What follows belongs to an exercise in optimizing a design on an open flow for small area, a short achievable clock period and few clock cycles per item; a production flow would make more cautious choices. In this exercise RTL edits were held to simulation tests only and were not proved equivalent to the original.

the baseline:
Design csc_top, start of the top module:
module csc_top (
    input  wire        clk,
    input  wire        rst,
    input  wire        in_valid,
    output wire        in_ready,
    input  wire        in_mode,      
    input  wire [31:0] in_c0,
    input  wire [31:0] in_c1,
    input  wire [31:0] in_c2,
    input  wire [15:0] in_alpha,
    output reg         out_valid,
    input  wire        out_ready,
    output reg         out_mode,
    output reg  [31:0] out_c0,
    output reg  [31:0] out_c1,
    output reg  [31:0] out_c2,
    output reg  [15:0] out_alpha
);
Size: ~630 flip-flops, about 230 I/O pins, ~130000 um^2 of cells after synthesis.
clock: 160.0 ns
lec_check: 0
abc_area: 1
cap_margin: 20
core_margin: 2
core_utilization: 60
place_density: 0.75
slew_margin: 20
run.sh (not shown) runs the stock make flow with config.mk's settings and CLKGATE_MAP_FILE= SYNTH_SCRIPT=/design/flow/synth_recipe.tcl, a recipe that flattens the netlist after the stock synthesis.
The baseline completed every stage of the flow, and the final layout passed the timing, DRC and antenna checks.
Testbench counts of the baseline, summed over its fixed seeds: cycles 16,416, items 16,384.
The following lists how the candidate was set up differently from the baseline:
==> flow/flow/run.sh (new file) <==
#!/bin/bash
# The standard layout (standard.sh: its synthesis and every ORFS step
# unchanged), with one difference: the buffer that ORFS's buffer_ports puts on
# every input and output port is a sky130_fd_sc_hd__buf_2 cell instead of its
# default choice, the delay cell clkdlybuf4s50_1. Each tool's full log stays in
# orfs/logs/ as ORFS writes it; make's own output goes to standard.log here.
set -euo pipefail
export BUFFER_PORTS_ARGS="-buffer_cell sky130_fd_sc_hd__buf_2"
bash standard.sh > standard.log 2>&1
==> flow/standard.sh (new file) <==
#!/bin/bash
# synth_recipe.tcl (not shown) runs the flow's synth.tcl, then flattens the netlist and writes it again
# the make line also repeats each setting of config.mk as NAME=value (left out here)
make -C /OpenROAD-flow-scripts/flow DESIGN_CONFIG=/design/flow/config.mk WORK_HOME=/design/flow/orfs CLKGATE_MAP_FILE= SYNTH_SCRIPT=/design/flow/synth_recipe.tcl "${@:-finish}"
removed: flow/run.sh
==> comparison <==
Actual slew at the worst max-slew pin is higher on the baseline
From the baseline to the candidate, area of the die did not move at all.
In the candidate the number of buffers other than clock buffers in the final layout turned out 14 higher than in the baseline.
The baseline and the candidate ended up with roughly the same count of placed standard cells in the final layout, fillers left out.
Per the comparison of the candidate with the baseline, required time of the worst setup path held; sequential share of layout area saw little to no change.
The baseline has a higher core utilization of the finished layout than the candidate.
[compare] base=the baseline new=the candidate: met1 layer wirelength in the final routing has increased; area overhead of the layout relative to synthesis went down 0.93 points.

== run B ==
Another version of the RTL of csc_top (not shown whole).
For scale: roughly 20000 cells after synthesis, about 660 flip-flops, about 230 I/O pins, roughly 0.13 sq mm of cells after synthesis.
## csc_top
module csc_top (
    input  wire        clk,
    input  wire        rst,
    input  wire        in_valid,
    output wire        in_ready,
    input  wire        in_mode,      
    input  wire [31:0] in_c0,
    input  wire [31:0] in_c1,
    input  wire [31:0] in_c2,
    input  wire [15:0] in_alpha,
    output reg         out_valid,
    input  wire        out_ready,
    output reg         out_mode,
    output reg  [31:0] out_c0,
    output reg  [31:0] out_c1,
    output reg  [31:0] out_c2,
    output reg  [15:0] out_alpha
);
    reg        s_v;                  
    reg        rdy;                  
    assign in_ready = rdy;
    wire go     = !s_v;
    wire accept = in_valid && rdy;
    wire ofree  = !out_valid || out_ready;
    reg        a_v, a_mode;
    reg [31:0] a_c0, a_c1, a_c2;
    reg [15:0] a_al;
    always @(posedge clk) begin
        if (rst) begin
            a_v <= 1'b0;
        end else if (go) begin
            a_v <= accept;
        end
        if (go) begin
            a_mode <= in_mode;
  ...
export LEC_CHECK = 0
export ABC_AREA = 1
export CAP_MARGIN = 20
export CORE_MARGIN = 2
export CORE_UTILIZATION = 45
export PLACE_DENSITY = 0.6
export SLEW_MARGIN = 20
create_clock -name core_clock -period 160.0 [get_ports {clk}]
Stock flow here: none of the scripts above is used.
Having completed the whole flow, run B delivered a layout that passed the timing, DRC and antenna checks.
Testbench counts of run B, summed over its fixed seeds: cycles 16,416, items 16,384.
--- input diff run B..run C ---
- a change of PLACE_DENSITY from 0.6 to 0.75
- a change of CORE_UTILIZATION from 45 to 60
Results
Re global-route usage: run B and run C aren't equal, and the higher value belongs to run C.
Relative to run B, the routability-driven placement congestion ratio measured on run C has increased by a few percent.
Run B → run C: multi-input gate area in the final layout stayed essentially flat, total met2 wirelength after detailed routing went down.
Run C against run B: total placed instance area moved down, post-route cell area decreased about 1%.
Run B reports its cell with the biggest individual delay on the critical path as sky130_fd_sc_hd__o21ai_0 while run C reports sky130_fd_sc_hd__clkinv_1.

Another version of the RTL of csc_top (not shown whole).
Size: ~20,000 cells after synthesis, roughly 630 flip-flops.
==> flow/config.mk <==
export PLATFORM = sky130hd
export DESIGN_NAME = csc_top
export DESIGN_NICKNAME = csc_top
export VERILOG_FILES = /design/flow/design.v
export SDC_FILE = /design/flow/constraint.sdc
export NUM_CORES = 4
export LEC_CHECK = 0
export ABC_AREA = 1
export CAP_MARGIN = 20
export CORE_MARGIN = 2
export CORE_UTILIZATION = 60
export PLACE_DENSITY = 0.75
export SLEW_MARGIN = 20
==> flow/constraint.sdc <==
create_clock -name core_clock -period 160.0 [get_ports {clk}]
set_input_delay 32.0000 -clock core_clock [delete_from_list [all_inputs] [get_ports {clk}]]
set_output_delay 32.0000 -clock core_clock [all_outputs]
set_load 0.01 [all_outputs]
The starting point finished clean.
Testbench counts at the start, summed over its fixed seeds: cycles 16,416, items 16,384.
Next try:
==> flow/flow/run.sh (new file) <==
#!/bin/bash
# The standard layout (standard.sh: its synthesis and every ORFS step
# unchanged), with one difference: the buffer that ORFS's buffer_ports puts on
# every input and output port is a sky130_fd_sc_hd__buf_2 cell instead of its
# default choice, the delay cell clkdlybuf4s50_1. Each tool's full log stays in
# orfs/logs/ as ORFS writes it; make's own output goes to standard.log here.
set -euo pipefail
export BUFFER_PORTS_ARGS="-buffer_cell sky130_fd_sc_hd__buf_2"
bash standard.sh > standard.log 2>&1
==> flow/standard.sh (new file) <==
#!/bin/bash
# synth_recipe.tcl (not shown) runs the flow's synth.tcl, then flattens the netlist and writes it again
# the make line also repeats each setting of config.mk as NAME=value (left out here)
make -C /OpenROAD-flow-scripts/flow DESIGN_CONFIG=/design/flow/config.mk WORK_HOME=/design/flow/orfs CLKGATE_MAP_FILE= SYNTH_SCRIPT=/design/flow/synth_recipe.tcl "${@:-finish}"
removed: flow/run.sh
What happened:
- The new run went through all stages and came out clean
- area after synthesis does not change
- final area went down slightly
- sequential cell count does not change
- final cell count stays flat
- global-route usage decreases by 0.20 points
- worst setup slack is better by 520 ps
- clock skew came out higher by 6.1 ps
- wire length shrinks slightly
- utilization came out lower by 0.60 points

[what the ideal ports hide]
In the flow no input, the clock included, has a driving cell. The finished layouts below were timed again as built, in two steps. Step 1 assumes that a clkbuf_16 drives the clock port and a buf_2 every other input. Step 2, shift: input delay + t, output delay - t, t = (earliest + latest rising clock arrival at the registers) / 2. This alone moves slack from input paths to output paths. Slacks: ideal / step 1 / step 2; pairs: ideal / step 1.
run | shift t [ns] | setup WS [ns] | worst setup path at the end | worst register clock-pin slew, ns
the baseline | 0.837 | 126.290 / 126.190 / 125.738 | input to register | 0.07 / 0.07
the candidate | 0.837 | 126.685 / 126.589 / 126.139 | input to register | 0.07 / 0.07
run B | 0.896 | 125.796 / 125.873 / 124.976 | input to register | 0.07 / 0.07
run C | 0.850 | 125.998 / 126.061 / 125.211 | input to register | 0.08 / 0.08
the first run of note 3 | 0.839 | 126.179 / 126.083 / 125.720 | input to register | 0.07 / 0.07
the second run of note 3 | 0.845 | 126.700 / 126.593 / 126.166 | input to register | 0.07 / 0.07
After both steps setup and hold are still met in every run listed. For run B, which loses most, drivers alone change the setup slack by +0.077 ns; drivers and shift together by -0.820 ns.
